Context: an optimization exercise on an open-source flow, tuned for a short achievable clock period and few clock cycles. The choices shown serve that exercise and are no tape-out recipe. In this exercise RTL edits were held to simulation tests only and were not proved equivalent to the original. Power figures rest on the tool's default switching activity, not on a simulated workload.

### flow/run.sh
#!/bin/bash
# Standard ORFS flow (the standard.sh), with the resizer free to change a
# cell's footprint while it repairs timing, and aiming for more setup slack.
set -o pipefail
bash standard.sh MATCH_CELL_FOOTPRINT=0 SETUP_SLACK_MARGIN=5.5 finish > standard.log 2>&1
### design.v
module dpt_rx_scan_step (
    input  wire       have,
    input  wire [7:0] b,
    input  wire       f16, f68, f10, fa2, fdc, fe5, fff, flead,
    input  wire [1:0] mode,
    input  wire [9:0] sp, cp, ep, f16p,
    input  wire [7:0] lead, b1,
    input  wire       t68, tdc, te5,
    input  wire [8:0] total, rem,
    input  wire       r0, r1, r2,         
    input  wire       rem_unk,
    input  wire       k1, k2, k3,         
    input  wire       bad, f16v,
    input  wire       c0, n16, n68, nff,
    output reg  [1:0] mode_n,
    output reg  [9:0] cp_n, ep_n, f16p_n,
    output reg  [7:0] lead_n, b1_n,
    output reg        t68_n, tdc_n, te5_n,
    output reg  [8:0] total_n, rem_n,
    output reg        r0_n, r1_n, r2_n,
    output reg        rem_unk_n,
    output reg        k1_n, k2_n, k3_n,
    output reg        bad_n, f16v_n,
    output reg        c0_n, n16_n, n68_n, nff_n,
    output reg        found,         
    output reg        fail,          
    output reg        back,          
    output reg        spawn          
);
    localparam [1:0] M_SEEK = 2'd0, M_CAND = 2'd1, M_DISC = 2'd2;
    wire bad_now = bad || (n16 && !f16) || (n68 && !f68) || (nff && fff);
    wire rem3    = (rem == 9'd3);
    always @(*) begin
        mode_n = mode; cp_n = cp; ep_n = ep; f16p_n = f16p;
        lead_n = lead; b1_n = b1; t68_n = t68; tdc_n = tdc; te5_n = te5;
        total_n = total; rem_n = rem; r0_n = r0; r1_n = r1; r2_n = r2;
        rem_unk_n = rem_unk; k1_n = k1; k2_n = k2; k3_n = k3;
        bad_n = bad; f16v_n = f16v;
        c0_n = c0; n16_n = n16; n68_n = n68; nff_n = nff;
        found = 1'b0; fail = 1'b0; back = 1'b0; spawn = 1'b0;
        if (have) begin
            case (mode)
                M_SEEK: begin
                    if (flead) begin
                        mode_n = M_CAND;
                        cp_n = sp;
                        lead_n = b;
                        t68_n = f68; tdc_n = fdc; te5_n = fe5;
                        rem_unk_n = f68;
                        k1_n = 1'b1; k2_n = 1'b0; k3_n = 1'b0;
                        bad_n = 1'b0;
                        f16v_n = 1'b0;
                        total_n = f10 ? 9'd6 : fa2 ? 9'd14 : fdc ? 9'd3 : 9'd1;
                        rem_n   = f10 ? 9'd5 : fa2 ? 9'd13 : fdc ? 9'd2 : 9'd0;
                        r0_n = fe5; r1_n = 1'b0; r2_n = fdc;
                        c0_n = fe5; n16_n = fe5; n68_n = 1'b0; nff_n = f68;
                        ep_n    = sp + (f10 ? 10'd7 : fa2 ? 10'd15 : fdc ? 10'd4 : 10'd2);
                    end
                end
                M_CAND: begin
                    if (c0) begin
                        mode_n = M_SEEK;
                        c0_n = 1'b0; n16_n = 1'b0; n68_n = 1'b0; nff_n = 1'b0;
                        if (!bad_now) begin
                            found = 1'b1;
                        end else begin
                            fail = 1'b1;
                            if (f16v) begin
                                back = 1'b1;
                            end else if (!f16) begin
                                mode_n = M_DISC;
                            end
                        end
                    end else begin
                        spawn = f16 && !f16v;
                        if (k1) b1_n = b;
                        k1_n = 1'b0; k2_n = k1; k3_n = k2;
                        c0_n  = !rem_unk && r1;
                        n16_n = !rem_unk && (tdc ? r2 : (r2 || rem3));
                        n68_n = t68 && k2;
                        nff_n = 1'b0;
                        bad_n = bad_now;
                        f16v_n = f16v || f16;
                        if (!f16v) f16p_n = sp + 10'd1;    
                        rem_unk_n = 1'b0;
                        if (rem_unk) begin
                            rem_n = {1'b0, b} + 9'd4;
                            r0_n = 1'b0; r1_n = 1'b0; r2_n = 1'b0;
                            total_n = 9'd6 + {1'b0, b};
                        end else begin
                            rem_n = rem - 9'd1;
                            r0_n = r1; r1_n = r2; r2_n = rem3;
                        end
                    end
                end
                default: begin   
                    if (f16) mode_n = M_SEEK;
                end
            endcase
        end
    end
endmodule
module dpt_rx_engine (
    input  wire        clk,
    input  wire        rst,
    input  wire        in_valid,
    output wire        in_ready,
    input  wire [1:0]  in_op,
    input  wire [31:0] in_data,
    output wire        ram_we,
    output wire [9:0]  ram_waddr,
    output wire [7:0]  ram_wdata,
    output wire [9:0]  ram_raddr,
    input  wire [7:0]  ram_rdata,
    output wire        mem_we,
    output wire [31:0] mem_addr,
    output wire [7:0]  mem_wdata,
    output wire        resp_valid,
    output wire [31:0] resp_value,
    output wire [9:0]  rxq_size,
    output wire [7:0]  idle_count,
    output reg  [31:0] cnt_rx,
    output reg  [31:0] cnt_overrun,
    output reg  [31:0] cnt_buserr
);
    localparam [7:0] TERM = 8'h16;
    localparam [1:0] M_SEEK = 2'd0,    
                     M_CAND = 2'd1,    
                     M_DISC = 2'd2;    
    localparam QW = 4;                 
    reg        rdy;
    reg [9:0]  head, tail, size;
    reg [7:0]  idle_cnt;
    reg        sem, busy, pend;
    reg [31:0] rx_addr;
    reg        pb_v;
    reg [9:0]  pb_pos;
    reg [7:0]  pb_d;
    reg        pl_v;
    reg [7:0]  pl_d;                 
    reg        pb_16, pb_68, pb_10, pb_a2, pb_dc, pb_e5, pb_ff, pb_lead;
    reg [9:0]  raddr;
    reg [9:0]  fp;                   
    reg        rf1;                  
    reg        rf2;                  
    reg        lost;                 
    reg        q_v;                  
    reg [7:0]  q_d;
    reg        q_16, q_68, q_10, q_a2, q_dc, q_e5, q_ff, q_lead;
    reg        live;                 
    reg [9:0]  sp;                   
    reg        mb;                   
    reg        rd_pend;              
    reg [9:0]  rd_sv;
    reg        s_park;               
    reg [9:0]  s_rp;                 
    reg        a_v;
    reg [1:0]  a_mode;
    reg [9:0]  a_cp, a_ep, a_f16p;
    reg [9:0]  a_ep68;               
    reg [7:0]  a_lead, a_b1;
    reg        a_t68, a_tdc, a_te5;
    reg [8:0]  a_total, a_rem;
    reg        a_r0, a_r1, a_r2, a_rem_unk, a_k1, a_k2, a_k3, a_bad, a_f16v;
    reg        a_c0, a_n16, a_n68, a_nff;
    reg        b_v;
    reg [1:0]  b_mode;
    reg [9:0]  b_cp, b_ep, b_f16p;
    reg [9:0]  b_ep68;
    reg [7:0]  b_lead, b_b1;
    reg        b_t68, b_tdc, b_te5;
    reg [8:0]  b_total, b_rem;
    reg        b_r0, b_r1, b_r2, b_rem_unk, b_k1, b_k2, b_k3, b_bad, b_f16v;
    reg        b_c0, b_n16, b_n68, b_nff;
    reg [9:0]  fq_p2   [0:(1<<QW)-1];
    reg [9:0]  fq_ep   [0:(1<<QW)-1];
    reg [7:0]  fq_lead [0:(1<<QW)-1];
    reg [7:0]  fq_b1   [0:(1<<QW)-1];
    reg [8:0]  fq_tot  [0:(1<<QW)-1];
    reg        fq_t1   [0:(1<<QW)-1];
    reg [QW:0] q_rd, q_uc, q_wr;
    reg        q_stall;              
    reg        q_tight;              
    reg        ev_mf;                
    reg        ev_sf;                
    reg        ev_take;              
    reg        ev_drop;              
    reg        e2_skip;              
    reg [9:0]  sn_p2, sn_ep, ss_p2, ss_ep;
    reg [7:0]  sn_lead, sn_b1, ss_lead, ss_b1;
    reg [8:0]  sn_tot, ss_tot;
    reg        sn_t1, ss_t1;
    reg        dl;                   
    reg        ew;                   
    reg [9:0]  d_ep;                 
    reg        copying;
    reg        c_r;                  
    reg        c_d;                  
    reg        c_b1v;                
    reg [7:0]  c_b1;
    reg [9:0]  c_ptr, c_end;
    reg [8:0]  w_left;
    reg [8:0]  c_tot;
    reg        mem_we_r;
    reg [31:0] mem_addr_r;
    reg [7:0]  mem_wdata_r;
    reg        resp_v;
    reg [31:0] resp_val;
    assign in_ready   = rdy;
    assign ram_we     = pb_v;
    assign ram_waddr  = pb_pos;
    assign ram_wdata  = pb_d;
    assign ram_raddr  = raddr;
    assign mem_we     = mem_we_r;
    assign mem_addr   = mem_addr_r;
    assign mem_wdata  = mem_wdata_r;
    assign resp_valid = resp_v;
    assign resp_value = resp_val;
    assign rxq_size   = size;
    assign idle_count = idle_cnt;
    wire       have = pl_v || q_v;
    wire [7:0] b    = pl_d | q_d;
    wire f16  = pb_16  || q_16;
    wire f68  = pb_68  || q_68;
    wire f10  = pb_10  || q_10;
    wire fa2  = pb_a2  || q_a2;
    wire fdc  = pb_dc  || q_dc;
    wire fe5  = pb_e5  || q_e5;
    wire fff  = pb_ff  || q_ff;
    wire flead = pb_lead || q_lead;
    wire        q_nfull   = q_tight;
    wire        q_nfull_u = q_stall;
    wire        qu        = (q_uc != q_rd);       
    wire        qpend     = ev_mf || ev_sf || ev_take || ev_drop;
    wire step = have && !q_nfull_u && !rd_pend;
    wire [1:0] an_mode;
    wire [9:0] an_cp, an_ep, an_f16p;
    wire [7:0] an_lead, an_b1;
    wire       an_t68, an_tdc, an_te5, an_r0, an_r1, an_r2, an_rem_unk, an_k1, an_k2, an_k3;
    wire       an_bad, an_f16v;
    wire       an_c0, an_n16, an_n68, an_nff;
    wire [8:0] an_total, an_rem;
    wire       a_found, a_fail, a_back, a_spawn;
    dpt_rx_scan_step u_a (
        .have(step && (!mb || (a_v && !s_park))), .b(b),
        .f16(f16), .f68(f68), .f10(f10), .fa2(fa2), .fdc(fdc), .fe5(fe5), .fff(fff), .flead(flead),
        .mode(a_mode), .sp(sp), .cp(a_cp), .ep(a_ep), .f16p(a_f16p), .lead(a_lead), .b1(a_b1),
        .t68(a_t68), .tdc(a_tdc), .te5(a_te5), .total(a_total), .rem(a_rem),
        .r0(a_r0), .r1(a_r1), .r2(a_r2), .rem_unk(a_rem_unk), .k1(a_k1), .k2(a_k2), .k3(a_k3),
        .bad(a_bad), .f16v(a_f16v),
        .c0(a_c0), .n16(a_n16), .n68(a_n68), .nff(a_nff),
        .mode_n(an_mode), .cp_n(an_cp), .ep_n(an_ep), .f16p_n(an_f16p),
        .lead_n(an_lead), .b1_n(an_b1), .t68_n(an_t68), .tdc_n(an_tdc), .te5_n(an_te5),
        .total_n(an_total), .rem_n(an_rem), .r0_n(an_r0), .r1_n(an_r1), .r2_n(an_r2),
        .rem_unk_n(an_rem_unk), .k1_n(an_k1), .k2_n(an_k2), .k3_n(an_k3),
        .bad_n(an_bad), .f16v_n(an_f16v),
        .c0_n(an_c0), .n16_n(an_n16), .n68_n(an_n68), .nff_n(an_nff),
        .found(a_found), .fail(a_fail), .back(a_back), .spawn(a_spawn)
    );
    wire [1:0] bn_mode;
    wire [9:0] bn_cp, bn_ep, bn_f16p;
    wire [7:0] bn_lead, bn_b1;
    wire       bn_t68, bn_tdc, bn_te5, bn_r0, bn_r1, bn_r2, bn_rem_unk, bn_k1, bn_k2, bn_k3;
    wire       bn_bad, bn_f16v;
    wire       bn_c0, bn_n16, bn_n68, bn_nff;
    wire [8:0] bn_total, bn_rem;
    wire       b_found, b_fail, b_back, b_spawn;
    dpt_rx_scan_step u_b (
        .have(step && (mb || (b_v && !s_park))), .b(b),
        .f16(f16), .f68(f68), .f10(f10), .fa2(fa2), .fdc(fdc), .fe5(fe5), .fff(fff), .flead(flead),
        .mode(b_mode), .sp(sp), .cp(b_cp), .ep(b_ep), .f16p(b_f16p), .lead(b_lead), .b1(b_b1),
        .t68(b_t68), .tdc(b_tdc), .te5(b_te5), .total(b_total), .rem(b_rem),
        .r0(b_r0), .r1(b_r1), .r2(b_r2), .rem_unk(b_rem_unk), .k1(b_k1), .k2(b_k2), .k3(b_k3),
        .bad(b_bad), .f16v(b_f16v),
        .c0(b_c0), .n16(b_n16), .n68(b_n68), .nff(b_nff),
        .mode_n(bn_mode), .cp_n(bn_cp), .ep_n(bn_ep), .f16p_n(bn_f16p),
        .lead_n(bn_lead), .b1_n(bn_b1), .t68_n(bn_t68), .tdc_n(bn_tdc), .te5_n(bn_te5),
        .total_n(bn_total), .rem_n(bn_rem), .r0_n(bn_r0), .r1_n(bn_r1), .r2_n(bn_r2),
        .rem_unk_n(bn_rem_unk), .k1_n(bn_k1), .k2_n(bn_k2), .k3_n(bn_k3),
        .bad_n(bn_bad), .f16v_n(bn_f16v),
        .c0_n(bn_c0), .n16_n(bn_n16), .n68_n(bn_n68), .nff_n(bn_nff),
        .found(b_found), .fail(b_fail), .back(b_back), .spawn(b_spawn)
    );
    wire       s_v     = mb ? a_v : b_v;              
    wire       m_found = mb ? b_found : a_found;
    wire       m_fail  = mb ? b_fail  : a_fail;
    wire       m_back  = mb ? b_back  : a_back;
    wire       m_spawn = mb ? b_spawn : a_spawn;
    wire       n_found = mb ? a_found : b_found;
    wire       n_fail  = mb ? a_fail  : b_fail;
    wire       n_back  = mb ? a_back  : b_back;
    wire [1:0] m_mode  = mb ? b_mode  : a_mode;
    wire [9:0] m_cp    = mb ? b_cp    : a_cp;
    wire [9:0] a_epx   = a_t68 ? a_ep68 : a_ep;
    wire [9:0] b_epx   = b_t68 ? b_ep68 : b_ep;
    wire [9:0] m_ep    = mb ? b_epx   : a_epx;
    wire [9:0] m_f16p  = mb ? b_f16p  : a_f16p;
    wire [7:0] m_lead  = mb ? b_lead  : a_lead;
    wire [7:0] m_b1    = mb ? b_b1    : a_b1;
    wire [8:0] m_total = mb ? b_total : a_total;
    wire       m_r0    = mb ? b_r0    : a_r0;
    wire       m_c0    = mb ? b_c0    : a_c0;
    wire       m_te5   = mb ? b_te5   : a_te5;
    wire       m_r1    = mb ? b_r1    : a_r1;
    wire       m_rem_unk = mb ? b_rem_unk : a_rem_unk;
    wire       m_bad   = mb ? b_bad   : a_bad;
    wire s_act   = s_v && !s_park;
    wire s_found = s_act && n_found && !m_found;   
    wire s_drop  = s_found && q_nfull;
    wire n_bk    = s_act && n_fail && n_back;
    wire park    = step && n_bk && !m_found && !m_fail;
    wire [9:0] s_f16p = mb ? a_f16p : b_f16p;
    wire [9:0] pk_pos  = s_park ? s_rp : s_f16p;
    wire use_park = s_v && (s_park || n_bk);
    wire take    = step && m_fail && s_act && !n_back && !s_drop;
    wire conv    = step && m_fail && use_park;
    wire redirect = step && m_fail && m_back && !take;
    wire s_kill  = step && (m_found || (m_fail && !take) || s_drop);
    wire acc   = in_valid && rdy;
    wire op_b  = (in_op == 2'd0);
    wire op_e  = (in_op == 2'd1);
    wire op_i  = (in_op == 2'd2);
    wire op_r  = (in_op == 2'd3);
    wire idle_zero = (idle_cnt == 8'd0);
    wire full  = (size == 10'd1023);
    wire addr_nz = |in_data;
    wire push   = acc && (op_b || (op_i && idle_zero));
    wire inj    = acc && op_i && idle_zero;
    wire pushed = push && !full;
    wire trig_w = acc && (op_e || (op_i && idle_zero)) && busy;
    wire trig_r = acc && op_r && !busy && sem;
    wire e2a = (m_mode == M_SEEK) && pl_v && pb_e5;
    wire e2b = (m_mode == M_CAND) && pl_v && !m_rem_unk && m_r1 && !m_bad && pb_16;
    wire e2c = (m_mode == M_CAND) && live && !pb_v && !m_rem_unk && m_r0 && !m_bad;
    wire e2  = !qu && !qpend && !e2_skip && !rd_pend && (e2a || e2b || e2c);
    wire eager_f = trig_w && qu;
    wire eager_2 = trig_w && op_i && !full && e2;
    wire wait_ok = (m_mode == M_CAND) && live && !qu && !e2_skip && !rd_pend &&
                   !ev_mf && !ev_take &&
                   !(pl_v && m_c0) &&
                   !(op_i && (pl_v ? (!m_rem_unk && m_r1) : m_c0));
    wire eager_w = trig_w && wait_ok;
    wire lazy    = (trig_w && !eager_f && !eager_2 && !eager_w) || trig_r;
    wire [QW-1:0] qh = q_rd[QW-1:0];
    wire [9:0] s_p2_d  = qu ? fq_p2[qh]   : m_cp + 10'd2;
    wire [9:0] s_ep_d  = qu ? fq_ep[qh]   : e2a ? head + 10'd1 : m_ep;
    wire [7:0] s_lead_d= qu ? fq_lead[qh] : e2a ? 8'hE5 : m_lead;
    wire [7:0] s_b1_d  = qu ? fq_b1[qh]   : m_b1;
    wire [8:0] s_tot_d = qu ? fq_tot[qh]  : e2a ? 9'd1 : m_total;
    wire       s_t1_d  = qu ? fq_t1[qh]   : e2a || m_te5;    
    wire settled   = live && !pb_v && !ev_mf && !ev_take && !e2_skip && !rd_pend;
    wire [9:0] wt_size = (m_mode != M_CAND) ? 10'd0 : mb ? head - b_cp : head - a_cp;
    wire pend_x    = pend && !busy;                 
    wire pend_f    = pend && busy && qu;
    wire pend_wait = pend && busy && !qu && settled;
    wire deliver   = eager_f || eager_2 || pend_f;
    wire [9:0] wt   = (m_mode == M_CAND) ? m_cp : head;     
    wire [9:0] first  = s_p2_d;
    wire [9:0] c_nx    = c_ptr + 10'd1;
    wire [9:0] c_nx2   = c_ptr + 10'd2;
    wire       copy_rd = copying && (c_nx2 != c_end);
    wire [9:0] sp_inc  = sp + 10'd1;
    wire [9:0] rd_pos  = use_park ? pk_pos  : m_f16p;
    wire [9:0] fp_inc  = fp + 10'd1;
    wire       at_head  = (sp == head);
    wire       at_head1 = (sp_inc == head);
    wire       fp_head  = (fp == head);
    wire [9:0] sp_n    = rd_pend ? rd_sv : step ? sp_inc : sp;
    wire live_n = !rd_pend && (live ? (step || !pb_v) : ((step && at_head1) || at_head));
    wire restart = (live && !live_n) || rd_pend || (!live && have && !step) || lost;
    wire s_issue = !live_n && !copying && !restart && !fp_head;
    wire qg = rf2 && !restart && !live_n;
    wire pg = pushed && live_n;
    wire [9:0] fp_next = restart ? sp_n : ((copying || fp_head) ? fp : fp_inc);
    always @(posedge clk) begin
        pb_pos  <= head;
        pb_d    <= op_b ? in_data[7:0] : TERM;
        if (acc && op_r && !busy) rx_addr <= in_data;
        rd_sv <= rd_pos;
        if (park) s_rp <= s_f16p;
        if (step) begin
            a_cp <= an_cp; a_ep <= an_ep; a_lead <= an_lead; a_b1 <= an_b1;
            a_t68 <= an_t68; a_tdc <= an_tdc; a_te5 <= an_te5; a_total <= an_total;
            a_rem <= an_rem; a_r0 <= an_r0; a_r1 <= an_r1; a_r2 <= an_r2;
            a_rem_unk <= an_rem_unk; a_k1 <= an_k1; a_k2 <= an_k2; a_k3 <= an_k3;
            a_bad <= an_bad; a_f16v <= an_f16v; a_f16p <= an_f16p;
            b_cp <= bn_cp; b_ep <= bn_ep; b_lead <= bn_lead; b_b1 <= bn_b1;
            b_t68 <= bn_t68; b_tdc <= bn_tdc; b_te5 <= bn_te5; b_total <= bn_total;
            b_rem <= bn_rem; b_r0 <= bn_r0; b_r1 <= bn_r1; b_r2 <= bn_r2;
            b_rem_unk <= bn_rem_unk; b_k1 <= bn_k1; b_k2 <= bn_k2; b_k3 <= bn_k3;
            b_bad <= bn_bad; b_f16v <= bn_f16v; b_f16p <= bn_f16p;
        end
        sn_p2 <= m_cp + 10'd2; sn_ep <= m_ep;
        a_ep68 <= a_cp + {1'b0, a_total} + 10'd1;
        b_ep68 <= b_cp + {1'b0, b_total} + 10'd1;
        sn_lead <= m_lead; sn_b1 <= m_b1; sn_tot <= m_total; sn_t1 <= m_te5;
        ss_p2 <= (mb ? a_cp : b_cp) + 10'd2; ss_ep <= mb ? a_epx : b_epx;
        ss_lead <= mb ? a_lead : b_lead; ss_b1 <= mb ? a_b1 : b_b1;
        ss_tot <= mb ? a_total : b_total; ss_t1 <= mb ? a_te5 : b_te5;
        if (ev_mf) begin
            fq_p2[q_uc[QW-1:0]] <= sn_p2; fq_ep[q_uc[QW-1:0]] <= sn_ep;
            fq_lead[q_uc[QW-1:0]] <= sn_lead; fq_b1[q_uc[QW-1:0]] <= sn_b1;
            fq_tot[q_uc[QW-1:0]] <= sn_tot; fq_t1[q_uc[QW-1:0]] <= sn_t1;
        end else if (ev_sf) begin
            fq_p2[q_wr[QW-1:0]] <= ss_p2; fq_ep[q_wr[QW-1:0]] <= ss_ep;
            fq_lead[q_wr[QW-1:0]] <= ss_lead; fq_b1[q_wr[QW-1:0]] <= ss_b1;
            fq_tot[q_wr[QW-1:0]] <= ss_tot; fq_t1[q_wr[QW-1:0]] <= ss_t1;
        end
        d_ep <= s_ep_d;
        mem_addr_r  <= copying ? mem_addr_r + 32'd1 : rx_addr;
        mem_wdata_r <= !copying ? s_lead_d : c_b1v ? c_b1 : ram_rdata;
        resp_val    <= (acc && op_r && !addr_nz) ? ~in_data :
                       {23'd0, copying ? c_tot : s_tot_d};
        if (!copying) begin
            c_tot       <= s_tot_d;
            w_left      <= s_tot_d;
            c_b1        <= s_b1_d;
            c_end       <= s_ep_d;
            c_ptr       <= s_p2_d;
        end else begin
            if (c_b1v || c_d) w_left <= w_left - 9'd1;
            if (copy_rd) c_ptr <= c_nx;
        end
        if (deliver)       raddr <= first;
        else if (copy_rd)  raddr <= c_nx;
        else               raddr <= fp;
        fp <= fp_next;
    end
    always @(posedge clk) begin
        if (rst) begin
            rdy <= 1'b1;
            head <= 10'd0; tail <= 10'd0; size <= 10'd0;
            idle_cnt <= 8'd0;
            sem <= 1'b0; busy <= 1'b0; pend <= 1'b0; dl <= 1'b0; ew <= 1'b0;
            cnt_rx <= 32'd0; cnt_overrun <= 32'd0; cnt_buserr <= 32'd0;
            pb_v <= 1'b0;
            rf1 <= 1'b0; rf2 <= 1'b0; q_v <= 1'b0; lost <= 1'b0; pl_v <= 1'b0;
            pl_d <= 8'd0; q_d <= 8'd0;
            {pb_16, pb_68, pb_10, pb_a2, pb_dc, pb_e5, pb_ff, pb_lead} <= 8'd0;
            {q_16, q_68, q_10, q_a2, q_dc, q_e5, q_ff, q_lead} <= 8'd0;
            live <= 1'b1; sp <= 10'd0; mb <= 1'b0; s_park <= 1'b0; rd_pend <= 1'b0;
            a_v <= 1'b0; a_mode <= M_SEEK; b_v <= 1'b0; b_mode <= M_SEEK;
            {a_c0, a_n16, a_n68, a_nff} <= 4'd0; {b_c0, b_n16, b_n68, b_nff} <= 4'd0;
            q_rd <= 0; q_uc <= 0; q_wr <= 0; q_stall <= 1'b0; q_tight <= 1'b0;
            ev_mf <= 1'b0; ev_sf <= 1'b0; ev_take <= 1'b0; ev_drop <= 1'b0;
            e2_skip <= 1'b0;
            copying <= 1'b0; c_r <= 1'b0; c_d <= 1'b0; c_b1v <= 1'b0;
            mem_we_r <= 1'b0; resp_v <= 1'b0;
        end else begin
            if (acc && op_b) cnt_rx <= cnt_rx + 32'd1;
            if (acc && op_e) cnt_buserr <= cnt_buserr + 32'd1;
            if (push && full) cnt_overrun <= cnt_overrun + 32'd1;
            if (acc && (op_b || op_e)) idle_cnt <= 8'd0;
            else if (acc && op_i && idle_cnt != 8'd255) idle_cnt <= idle_cnt + 8'd1;
            pb_v <= pushed;
            if (pushed) head <= head + 10'd1;
            if (trig_w) sem <= 1'b0;
            else if (acc && (op_e || (op_i && idle_zero))) sem <= 1'b1;
            if (acc && op_r && addr_nz && !busy) busy <= 1'b1;
            live <= live_n;
            sp   <= sp_n;
            rd_pend <= redirect;
            if (step) begin
                a_mode <= an_mode;
                b_mode <= bn_mode;
                {a_c0, a_n16, a_n68, a_nff} <= {an_c0, an_n16, an_n68, an_nff};
                {b_c0, b_n16, b_n68, b_nff} <= {bn_c0, bn_n16, bn_n68, bn_nff};
                if (mb) begin
                    if (take)          a_v <= 1'b1;
                    else if (m_spawn) begin
                        a_v <= 1'b1; a_mode <= M_SEEK; {a_c0, a_n16, a_n68, a_nff} <= 4'd0;
                    end
                    else if (s_kill)   a_v <= 1'b0;
                    if (take)          b_v <= 1'b0;
                end else begin
                    if (take)          b_v <= 1'b1;
                    else if (m_spawn) begin
                        b_v <= 1'b1; b_mode <= M_SEEK; {b_c0, b_n16, b_n68, b_nff} <= 4'd0;
                    end
                    else if (s_kill)   b_v <= 1'b0;
                    if (take)          a_v <= 1'b0;
                end
                if (take) mb <= !mb;
                if (take || m_spawn || s_kill) s_park <= 1'b0;
                else if (park) s_park <= 1'b1;
            end
            ev_mf   <= step && m_found && !e2_skip;
            ev_sf   <= step && s_found && !s_drop;
            ev_take <= take || conv;
            ev_drop <= step && ((m_fail && !take && !use_park) || s_drop ||
                                (m_found && e2_skip));
            begin : queue_update
                reg [QW:0] rd_n, uc_n, wr_n, n_u, n_a;
                rd_n = q_rd; uc_n = q_uc; wr_n = q_wr;
                if (deliver && qu) rd_n = q_rd + 1'b1;
                if (ev_mf) begin
                    uc_n = q_uc + 1'b1;
                    wr_n = q_uc + 1'b1;
                end else if (ev_sf) begin
                    wr_n = q_wr + 1'b1;
                    if (ev_take) uc_n = q_wr + 1'b1;
                end else if (ev_take) begin
                    uc_n = q_wr;
                end else if (ev_drop) begin
                    wr_n = q_uc;
                end
                n_u = uc_n - q_rd;
                n_a = wr_n - q_rd;
                q_rd <= rd_n; q_uc <= uc_n; q_wr <= wr_n;
                q_stall <= (n_u >= (1 << QW) - 1);
                q_tight <= (n_a >= (1 << QW) - 2);
            end
            if (lazy) begin
                pend <= 1'b1;
                rdy  <= 1'b0;
            end
            dl <= deliver;
            ew <= eager_w;
            if (pend_x) begin
                pend <= 1'b0;
                rdy  <= 1'b1;
            end
            if (pend_wait) begin
                pend <= 1'b0;
                rdy  <= 1'b1;
                sem  <= 1'b0;
                tail <= wt;
                size <= wt_size;
                if (m_mode == M_DISC) begin
                    if (mb) b_mode <= M_SEEK; else a_mode <= M_SEEK;
                end
            end else if (dl) begin
                tail <= d_ep;
                size <= head - d_ep;
            end else if (ew) begin
                size <= head - tail;
                rdy  <= 1'b1;
            end else if (eager_w) begin
                tail <= m_cp;
                rdy  <= 1'b0;
            end else begin
                size <= pushed ? size + 10'd1 : size;
            end
            if (eager_2) e2_skip <= 1'b1;
            else if (step && m_found) e2_skip <= 1'b0;
            rf1  <= s_issue && !deliver && !copy_rd;
            lost <= s_issue && (deliver || copy_rd);
            rf2  <= rf1 && !restart;
            q_v  <= qg;
            q_d  <= qg ? ram_rdata : 8'd0;
            q_16 <= qg && (ram_rdata == TERM);
            q_68 <= qg && (ram_rdata == 8'h68);
            q_10 <= qg && (ram_rdata == 8'h10);
            q_a2 <= qg && (ram_rdata == 8'hA2);
            q_dc <= qg && (ram_rdata == 8'hDC);
            q_e5 <= qg && (ram_rdata == 8'hE5);
            q_ff <= qg && (ram_rdata == 8'hFF);
            q_lead <= qg && ((ram_rdata == 8'h10) || (ram_rdata == 8'h68) || (ram_rdata == 8'hA2) ||
                             (ram_rdata == 8'hDC) || (ram_rdata == 8'hE5));
            pl_v    <= pg;
            pl_d    <= !pg ? 8'd0 : op_b ? in_data[7:0] : TERM;
            pb_16   <= pg && (op_b ? (in_data[7:0] == TERM) : 1'b1);
            pb_68   <= pg && op_b && (in_data[7:0] == 8'h68);
            pb_10   <= pg && op_b && (in_data[7:0] == 8'h10);
            pb_a2   <= pg && op_b && (in_data[7:0] == 8'hA2);
            pb_dc   <= pg && op_b && (in_data[7:0] == 8'hDC);
            pb_e5   <= pg && op_b && (in_data[7:0] == 8'hE5);
            pb_ff   <= pg && op_b && (in_data[7:0] == 8'hFF);
            pb_lead <= pg && op_b && ((in_data[7:0] == 8'h10) || (in_data[7:0] == 8'h68) ||
                                      (in_data[7:0] == 8'hA2) || (in_data[7:0] == 8'hDC) ||
                                      (in_data[7:0] == 8'hE5));
            c_d  <= c_r;
            mem_we_r <= 1'b0;
            resp_v   <= 1'b0;
            if (deliver) begin
                busy     <= 1'b0;
                pend     <= 1'b0;
                sem      <= 1'b0;
                rdy      <= 1'b0;
                copying  <= !s_t1_d;
                mem_we_r <= 1'b1;
                resp_v   <= s_t1_d;
                c_b1v    <= !s_t1_d;
                c_r      <= !s_t1_d;
            end else begin
                c_b1v <= 1'b0;
                c_r   <= copy_rd;
                if (c_b1v || c_d) begin
                    mem_we_r <= 1'b1;
                    if (w_left == 9'd2) begin
                        resp_v  <= 1'b1;
                        copying <= 1'b0;
                    end
                end
                if (acc && op_r && !addr_nz) resp_v <= 1'b1;
            end
            if (resp_v && !rdy && !pend) rdy <= 1'b1;
        end
    end
endmodule
### constraint.sdc
create_clock -name core_clock -period 8.0 [get_ports {clk}]
set_input_delay 1.6000 -clock core_clock [delete_from_list [all_inputs] [get_ports {clk}]]
set_output_delay 1.6000 -clock core_clock [all_outputs]
set_load 0.01 [all_outputs]
### standard.sh
#!/bin/bash
# synth_recipe.tcl (not shown) runs the flow's synth.tcl, then flattens the netlist and writes it again
# the make line also repeats each setting of config.mk as NAME=value (left out here)
make -C /OpenROAD-flow-scripts/flow DESIGN_CONFIG=/design/flow/config.mk WORK_HOME=/design/flow/orfs CLKGATE_MAP_FILE= SYNTH_SCRIPT=/design/flow/synth_recipe.tcl "${@:-finish}"
### config.mk
export PLATFORM = sky130hd
export DESIGN_NAME = dpt_rx_engine
export DESIGN_NICKNAME = dpt_rx_engine
export VERILOG_FILES = /design/flow/design.v
export SDC_FILE = /design/flow/constraint.sdc
export NUM_CORES = 4
export LEC_CHECK = 0
export ABC_CLOCK_PERIOD_IN_PS = 2500
export CAP_MARGIN = 20
export CORE_MARGIN = 2
export CORE_UTILIZATION = 40
export CTS_CLUSTER_DIAMETER = 80
export CTS_CLUSTER_SIZE = 20
export PLACE_DENSITY = 0.6
export SETUP_SLACK_MARGIN = 5.0
export SLEW_MARGIN = 20
==> flow_summary.yaml, run 1 <==
status:
  status: "no timing/DRC/antenna violations"
detailed_routing:
  drtIter0Drc: 3444
  num_vias: 39620
  postRouteAntennaNets: 0
  routed_wl_microns: 184600
  post_drt_wl_per_cell_microns: 25.93
  vias_per_cell: 5.564
  drc: 0
  drt_first_pass_iters: 6
sta:
  fmax_mhz: 347.0
  hold_ws_ns: 0.4387
  finalCritPeriodShare_pct: 36.02
  slew_headroom_pct: 21.09
  rsz0062_at_grt: "true"
  drv_slew: 0
  finalHoldViolCount: 0
  fin_worst_skew_ns: 0.03157
  fin_setup_tns_ns: 0
  setup_viol: 0
  tightest_slew_ns: 1.182
  fin_crit_ns: 2.882
clock_network:
  clk_pin_slew_ns: 0.08
  cts.sinks: 1454
  htree_levels: 3
  max-clock-path-buffers: 3
  cts_hold_buffers: 0
  cts_tree: "yes"
  clkLatencyLatePin_ns: 0.73
  cts_buffers: 91
  cts-root-buf: "clkbuf_16"
floorplanning:
  std_cell_rows: 143
  die_width_microns: 394.3
  coreArea_sq_um: 151500
  die_area_sq_um: 155500
  boundaryPins: 263
  initial_core_util_pct: 40.21
  die_y_microns: 394.3
logic_synthesis:
  synth_top_area_cell: "edfxtp_1"
  synth_edf_count: 975
  yosys.area_share.simple_pct: 9.691
  synth.most_common_cell: "edfxtp_1"
  synth_common_cells: "975 x edfxtp_1, 479 x dfxtp_1, 393 x nor2_1"
  yosys.area.top_type_share_pct: 48.05
  syn_avg_cell_area_sq_um: 13.95
  synth_flop_cell: "edfxtp_1"
  syn-instance-count: 4369
  seq_area_frac_synth_pct: 63.79
  synth_xor_area_share_pct: 4.499
  synth_nets: 4505
  synth_area_sq_um: 60930
  synth_compound_area_share_pct: 5.407
  synth_fa_ha_area_share_pct: 1.967
  synth_top_family_by_area: "multiplexers"
  synthDistinctLibCells: 87
  yosys_warnings: 2
  synthTopCellsByArea: "edfxtp_1 48%, dfxtp_1 16%, mux4_2 8.5%"
  synthArstFlopShare_pct: 0
  synth_seq_cells: 1454
  synth.area.mux_share_pct: 12.40
power_and_ir_drop:
  ir_worst_vdd_mv: 0.1509
  p_leak_nw: 26.89
  powerDensity_nw_per_um2: 176.6
placed_design:
  gp_congestion: 0.8881
  dpl.hpwl_microns: 111500
  port_buffers: 262
global_routing:
  grt_max_degree: 88
  grt_pass1_vias: 38980
  grt_usage_pct: 23.01
  antenna_found_initial: 9
  overflow: 0
  grt_pass1_wl_microns: 265900
cells_and_area:
  nFillCells: 12700
  final_core_util_pct: 50.56
  final_nets: 5150
  area_growth_pct: 25.75
  layout-drive-gt1-share_pct: 36.33
worst_setup_path:
  crit_fanout: 6
  crit_type: "input pin to flip-flop"
  startpoint_type: "input pin"
  crit_required_ns: 8.65
  crit_arrival_ns: 3.54
  crit_path_end_kind: "flip-flop"
job:
  maxCapViolations: 0
hold_path:
  hold_class: "flip-flop to flip-flop"
==> state kept, by name, summed over array words and instances, names as in the netlist, 16 cells and up, named ones only <==
register     cells
fq_ep          160
resp_val        32
fq_t1           16
cnt_buserr      32
rx_addr         32
fq_tot         144
fq_p2          160
cnt_rx          32
fq_b1          128
mem_addr_r      32
fq_lead        128
cnt_overrun     32
==> worst max-delay path, cell delays in order <==
cell and delay [ns]:
buf_12 0.11, and4b_2 0.31, buf_6 0.11, a31oi_4 0.09, or4_4 0.53, or2_4 0.29
or3_4 0.38, a21oi_2 0.12
==> repair_timing <==
item	4_1_cts	5_1_grt
resized for setup	1610	287
gates cloned	32	7
pin swaps	82	99
buffers inserted	304	88
endpoints found under the setup margin	2198	1249
==> where the power goes <==
part           switching, mW  internal (mW)  leakage [nW]
clock                   2.64           2.28          1.36
combinational          0.278          0.275          12.5
sequential            0.0816           7.98          13.0
==> metrics by stage <==
step / power, mW / cell area (sq um) / setup WS (ns) / std cells
4_1_cts: 13.57 / 74680 / 5.121 / 7024
3_5_place_dp: 8.694 / 66680 / 3.161 / 6520
5_1_grt: 13.93 / 76620 / 5.107 / 7119
3_3_place_gp: 8.691 / 66490 / 3.163 / 6512
2_1_floorplan: 8.479 / 61860 / 4.448 / 4369
6_report: 13.53 / 76620 / 5.118 / 7121
==> per-layer routing <==
layer	part of all wire, %	vias up	track usage [%]
met5	0.043	-	0
li1	-	17650	-
met3	6.4	273	3.014
met4	3.4	12	6.739
met2	48	1321	38.27
met1	42	20370	31.54
==> cells in the final DEF (no fill, tap or decap), types with 17 or more instances in the layout <==
cell type | synthesis | final
mux2i_1 | 66 | 60
a211oi_1 | 43 | 28
nor2_1 | 393 | 340
xnor2_1 | 154 | 148
nand2_1 | 222 | 186
dfxtp_1 | 479 | 235
and3_1 | 37 | 30
clkbuf_16 | 0 | 116
o21ai_0 | 112 | 72
buf_2 | 50 | 19
ha_1 | 83 | 77
dfxtp_2 | 0 | 147
nor2b_1 | 51 | 36
buf_8 | 0 | 18
nand4_1 | 54 | 54
dlymetal6s2s_1 | 0 | 31
nor4_2 | 2 | 21
edfxtp_1 | 975 | 975
nand3_1 | 87 | 69
nor2_4 | 0 | 32
a21oi_2 | 0 | 17
buf_12 | 0 | 44
nor4_1 | 68 | 37
xor2_1 | 159 | 154
clkbuf_1 | 145 | 48
and2_1 | 48 | 44
buf_6 | 1 | 277
nand2_2 | 0 | 24
or3_1 | 41 | 38
nor2_2 | 0 | 22
mux2_2 | 152 | 131
mux4_2 | 230 | 230
o21ai_1 | 4 | 20
dfxtp_4 | 0 | 97
a21oi_1 | 208 | 182
buf_4 | 1 | 339
mux2_4 | 0 | 21
nor3_1 | 60 | 50
inv_1 | 120 | 114
==> logic make-up (layout without fill, tap and decap cells) <==
family / after synthesis / in the layout
fa+ha+maj: 91 / 91
other cells: 0 / 2
mux: 448 / 448
simple gates: 1187 / 1190
compound gates: 531 / 532
buf+inv: 345 / 1061
xor+xnor: 313 / 313
flops: 1454 / 1454
==> path summary, 6_finish.rpt <==
kind         startpoint  cells past startpoint  slack, ns               to
max            in_op[0]                      8       5.12  cnt_overrun[24]
max reg2reg   flip-flop                      7       5.27              c_r
min                 rf1                      1       0.44              rf2
min reg2reg         rf1                      1       0.44              rf2
==> cell type report <==
type | instances | area, sq um | share of cell area (%)
multi-input combinational | 2574 | 23050 | 30.08
antenna | 2 | 5.005 | 0.006532
sequential | 1454 | 39420 | 51.44
timing repair buffer | 771 | 8304 | 10.84
clock inverter | 27 | 341.6 | 0.4458
clock buffer | 141 | 2485 | 3.243
inverter | 121 | 474.2 | 0.6189
tap | 2030 | 2540 | 3.315
timing repair inverter | 1 | 8.758 | 0.01143
Testbench counts, summed over its fixed seeds: cycles 110,598.
==> inputs of run 2 (changes only) <==
--- a/design.v
+++ b/design.v
@@ -131,6 +131,7 @@
     reg        rdy;
     reg [9:0]  head, tail, size;
     reg [7:0]  idle_cnt;
+    reg [31:0] rx_p1, ovr_p1, err_p1;    
     reg        sem, busy, pend;
     reg [31:0] rx_addr;
     reg        pb_v;
@@ -433,6 +434,7 @@
             idle_cnt <= 8'd0;
             sem <= 1'b0; busy <= 1'b0; pend <= 1'b0; dl <= 1'b0; ew <= 1'b0;
             cnt_rx <= 32'd0; cnt_overrun <= 32'd0; cnt_buserr <= 32'd0;
+            rx_p1 <= 32'd1; ovr_p1 <= 32'd1; err_p1 <= 32'd1;
             pb_v <= 1'b0;
             rf1 <= 1'b0; rf2 <= 1'b0; q_v <= 1'b0; lost <= 1'b0; pl_v <= 1'b0;
             pl_d <= 8'd0; q_d <= 8'd0;
@@ -447,9 +449,18 @@
             copying <= 1'b0; c_r <= 1'b0; c_d <= 1'b0; c_b1v <= 1'b0;
             mem_we_r <= 1'b0; resp_v <= 1'b0;
         end else begin
-            if (acc && op_b) cnt_rx <= cnt_rx + 32'd1;
-            if (acc && op_e) cnt_buserr <= cnt_buserr + 32'd1;
-            if (push && full) cnt_overrun <= cnt_overrun + 32'd1;
+            if (acc && op_b) begin
+                cnt_rx <= rx_p1;
+                rx_p1  <= rx_p1 + 32'd1;
+            end
+            if (acc && op_e) begin
+                cnt_buserr <= err_p1;
+                err_p1     <= err_p1 + 32'd1;
+            end
+            if (push && full) begin
+                cnt_overrun <= ovr_p1;
+                ovr_p1      <= ovr_p1 + 32'd1;
+            end
             if (acc && (op_b || op_e)) idle_cnt <= 8'd0;
             else if (acc && op_i && idle_cnt != 8'd255) idle_cnt <= idle_cnt + 8'd1;
             pb_v <= pushed;
==> flow_summary.yaml, run 2 <==
detailed_routing:
  routed.top_layer: "met5"
  num_vias: 42900
  drt-met1-wl_microns: 82730
  drc: 0
  routed_wl_microns: 196200
  drtIter0Drc: 4612
  met2WireLength_microns: 92860
  wl_met3_microns: 13790
  postRouteAntennaNets: 0
  post_drt_wl_per_cell_microns: 25.63
  vias_per_cell: 5.603
  drt_first_pass_iters: 8
worst_setup_path:
  critPathMaxStageDelay_ns: 0.42
  crit_required_ns: 6.40
  r2r_cells: 12
  startpoint_type: "flip-flop"
  endpoint: "ram_raddr[3]"
  crit_path_end_kind: "primary output"
  crit_type: "flip-flop to primary output"
  critical-path-top-delay-family: "flip-flops"
  r2r_setup_slack_ns: 5.18
  crit_arrival_ns: 1.30
  crit_fanout: 1
  cp_cell_sequence: "buf_6"
  startpoint: "raddr[3]"
  crit_cells: 1
  worst_path_max_delay_cell: "dfxtp_4"
  rr_endpoint: "size[8]"
  crit_buf_inv: 1
  timing.rr.start: "mb"
power_and_ir_drop:
  swShare_pct: 22.32
  p_sw_mw: 3.170
  powerDensity_nw_per_um2: 176.7
  ir_worst_vdd_mv: 0.1503
  p_seq_share_pct: 60.7
  p_leak_nw: 28.03
  combPwrFrac_pct: 3.9
  p_int_mw: 11.03
  p_clk_share_pct: 35.4
  total_power_mw: 14.20
floorplanning:
  die_area_sq_um: 164200
  initial_core_util_pct: 40.19
  std_cell_rows: 147
  die_y_microns: 405.2
  coreArea_sq_um: 160200
  die_width_microns: 405.2
  boundaryPins: 263
cells_and_area:
  final_nets: 5558
  area_growth_pct: 24.83
  layout-drive-gt1-share_pct: 33.90
  nFillCells: 13580
  final_cell_mix: "975 x edfxtp_1, 395 x nand2_1, 335 x dfxtp_1"
  final_common_cell: "edfxtp_1"
  final_core_util_pct: 50.16
logic_synthesis:
  syn_avg_cell_area_sq_um: 13.36
  synth_common_cells: "975 x edfxtp_1, 575 x dfxtp_1, 437 x nand2_1"
  seq_area_frac_synth_pct: 63.36
  yosys.area.top_type_share_pct: 45.48
  synth_flop_cell: "edfxtp_1"
  synthDistinctLibCells: 100
  synth.most_common_cell: "edfxtp_1"
  synthArstFlopShare_pct: 0
  syn-instance-count: 4819
  synthTopCellsByArea: "edfxtp_1 45%, dfxtp_1 18%, mux4_2 8.0%"
  synth_area_sq_um: 64380
  synth_edf_count: 975
  synth_top_area_cell: "edfxtp_1"
  synth_nets: 4955
  synth_seq_cells: 1550
  yosys_warnings: 2
job:
  maxCapViolations: 0
clock_network:
  cts_buffers: 92
  clkLatencyLatePin_ns: 0.75
  clk_pin_slew_ns: 0.09
  cts.sinks: 1550
  htree_levels: 3
  cts_tree: "yes"
  max-clock-path-buffers: 3
  cts_hold_buffers: 0
  cts-root-buf: "clkbuf_16"
sta:
  rsz0062_at_grt: "true"
  fmax_mhz: 345.3
  finalCritPeriodShare_pct: 36.20
  fin_setup_tns_ns: 0
  fin_worst_skew_ns: 0.06180
  tightest_slew_ns: 1.062
  drv_slew: 0
  fin_crit_ns: 2.896
  setup_viol: 0
  finalHoldViolCount: 0
  slew_headroom_pct: 28.90
global_routing:
  grt_usage_pct: 23.03
  overflow: 0
  grt_pass1_wl_microns: 278600
  grt_max_degree: 99
  grt_pass1_vias: 40760
  antenna_found_initial: 2
hold_path:
  hold_class: "flip-flop to flip-flop"
placed_design:
  gp_congestion: 0.9018
  port_buffers: 262
  dpl.hpwl_microns: 113500
status:
  status: "no timing/DRC/antenna violations"
-- run 2: power by group through the flow --
stage | clock, mW | combinational [mW] | sequential (mW)
floorplan | 0 | 0.238 | 8.73
global placement | 0 | 0.423 | 8.79
detailed placement | 0 | 0.430 | 8.79
CTS | 5.10 | 0.508 | 8.61
global route | 5.39 | 0.597 | 8.62
finish | 5.03 | 0.561 | 8.61
-- run 2: worst min path at each step --
| stage | cells after the start | startpoint | slack, ns | end |
|---|---|---|---|---|
| floorplan | 0 | head[9] | 0.33 | pb_pos[9] |
| global placement | 2 | rx_addr[0] | 0.43 | mem_addr_r[0] |
| detailed placement | 1 | rf1 | 0.43 | rf2 |
| CTS | 1 | rf1 | 0.45 | rf2 |
| global route | 1 | c_r | 0.47 | c_d |
| finish | 1 | c_r | 0.45 | c_d |
-- run 2: area by class of cell --
| type | count | area [sq um] | share of cell area (%) |
|---|---|---|---|
| inverter | 130 | 523.0 | 0.6508 |
| multi-input combinational | 2910 | 25010 | 31.12 |
| timing repair buffer | 738 | 8064 | 10.03 |
| clock buffer | 145 | 2532 | 3.151 |
| antenna | 4 | 10.01 | 0.01246 |
| tap | 2160 | 2703 | 3.363 |
| clock inverter | 20 | 250.2 | 0.3114 |
| sequential | 1550 | 41270 | 51.36 |
-- run 2: cells by family after synthesis --
family	count (synthesis)	share of synthesized area [%]
buffers and inverters	378	2.435
multiplexers	443	11.64
AO/OA/AOI/OAI	652	6.200
flip-flops	1550	63.36
AND/OR/NAND/NOR	1397	10.32
adder cells (fa/ha/maj)	91	1.862
XOR/XNOR	308	4.190
-- run 2: stage by stage --
step / hold slack (ns) / area [sq um] / cells / setup slack (ns)
after CTS: 0.4542 / 77930 / 7522 / 5.062
after floorplan: 0.3258 / 65360 / 4819 / 4.724
final: 0.4529 / 80360 / 7657 / 5.104
after global routing: 0.4713 / 80360 / 7654 / 5.087
after global placement: 0.4289 / 69950 / 7059 / 2.960
after detailed placement: 0.4336 / 69970 / 7061 / 2.889
-- run 2: timing repair --
item                       4_1_cts  5_1_grt
gates resized for setup       1614      315
cloned                          45        9
buffers inserted               251      122
setup endpoints to repair     1975      725
pin swaps                      119      122
-- run 2: per-layer routing --
| metal | GRT usage [%] | up-vias |
|---|---|---|
| met5 | 0 | - |
| met4 | 8.216 | 2 |
| met3 | 3.045 | 294 |
| met2 | 37.26 | 1660 |
| met1 | 31.83 | 21870 |
| li1 | - | 19070 |
Testbench counts of run 2, summed over its fixed seeds: cycles 110,598.

==> port drivers added, routing unchanged <==
Ports are ideal in the flow. The routed layouts listed here were re-timed in OpenROAD. Step 1 assumes that a clkbuf_16 drives the clock port and a buf_2 every other input. Step 2 adds t to the input delays and takes it off the output delays; t is the mean of the earliest and latest rising clock arrival at the registers after step 1. Input paths then give back, and output paths get back, about the clock's delay inside the block. a / b / c = no drivers / after step 1 / after step 2; a / b = the first two.
run	t, ns	setup WS [ns]	worst setup path after step 2	latest minus earliest clock arrival (ns)
run 1	0.788	5.118 / 5.093 / 4.310	input to register	0.037 / 0.036
run 2	0.804	5.104 / 5.021 / 4.354	input to register	0.063 / 0.062
After both steps setup and hold are still met in every run listed. For run 1, which loses most, drivers alone change the setup slack by -0.025 ns; drivers and shift together by -0.808 ns.
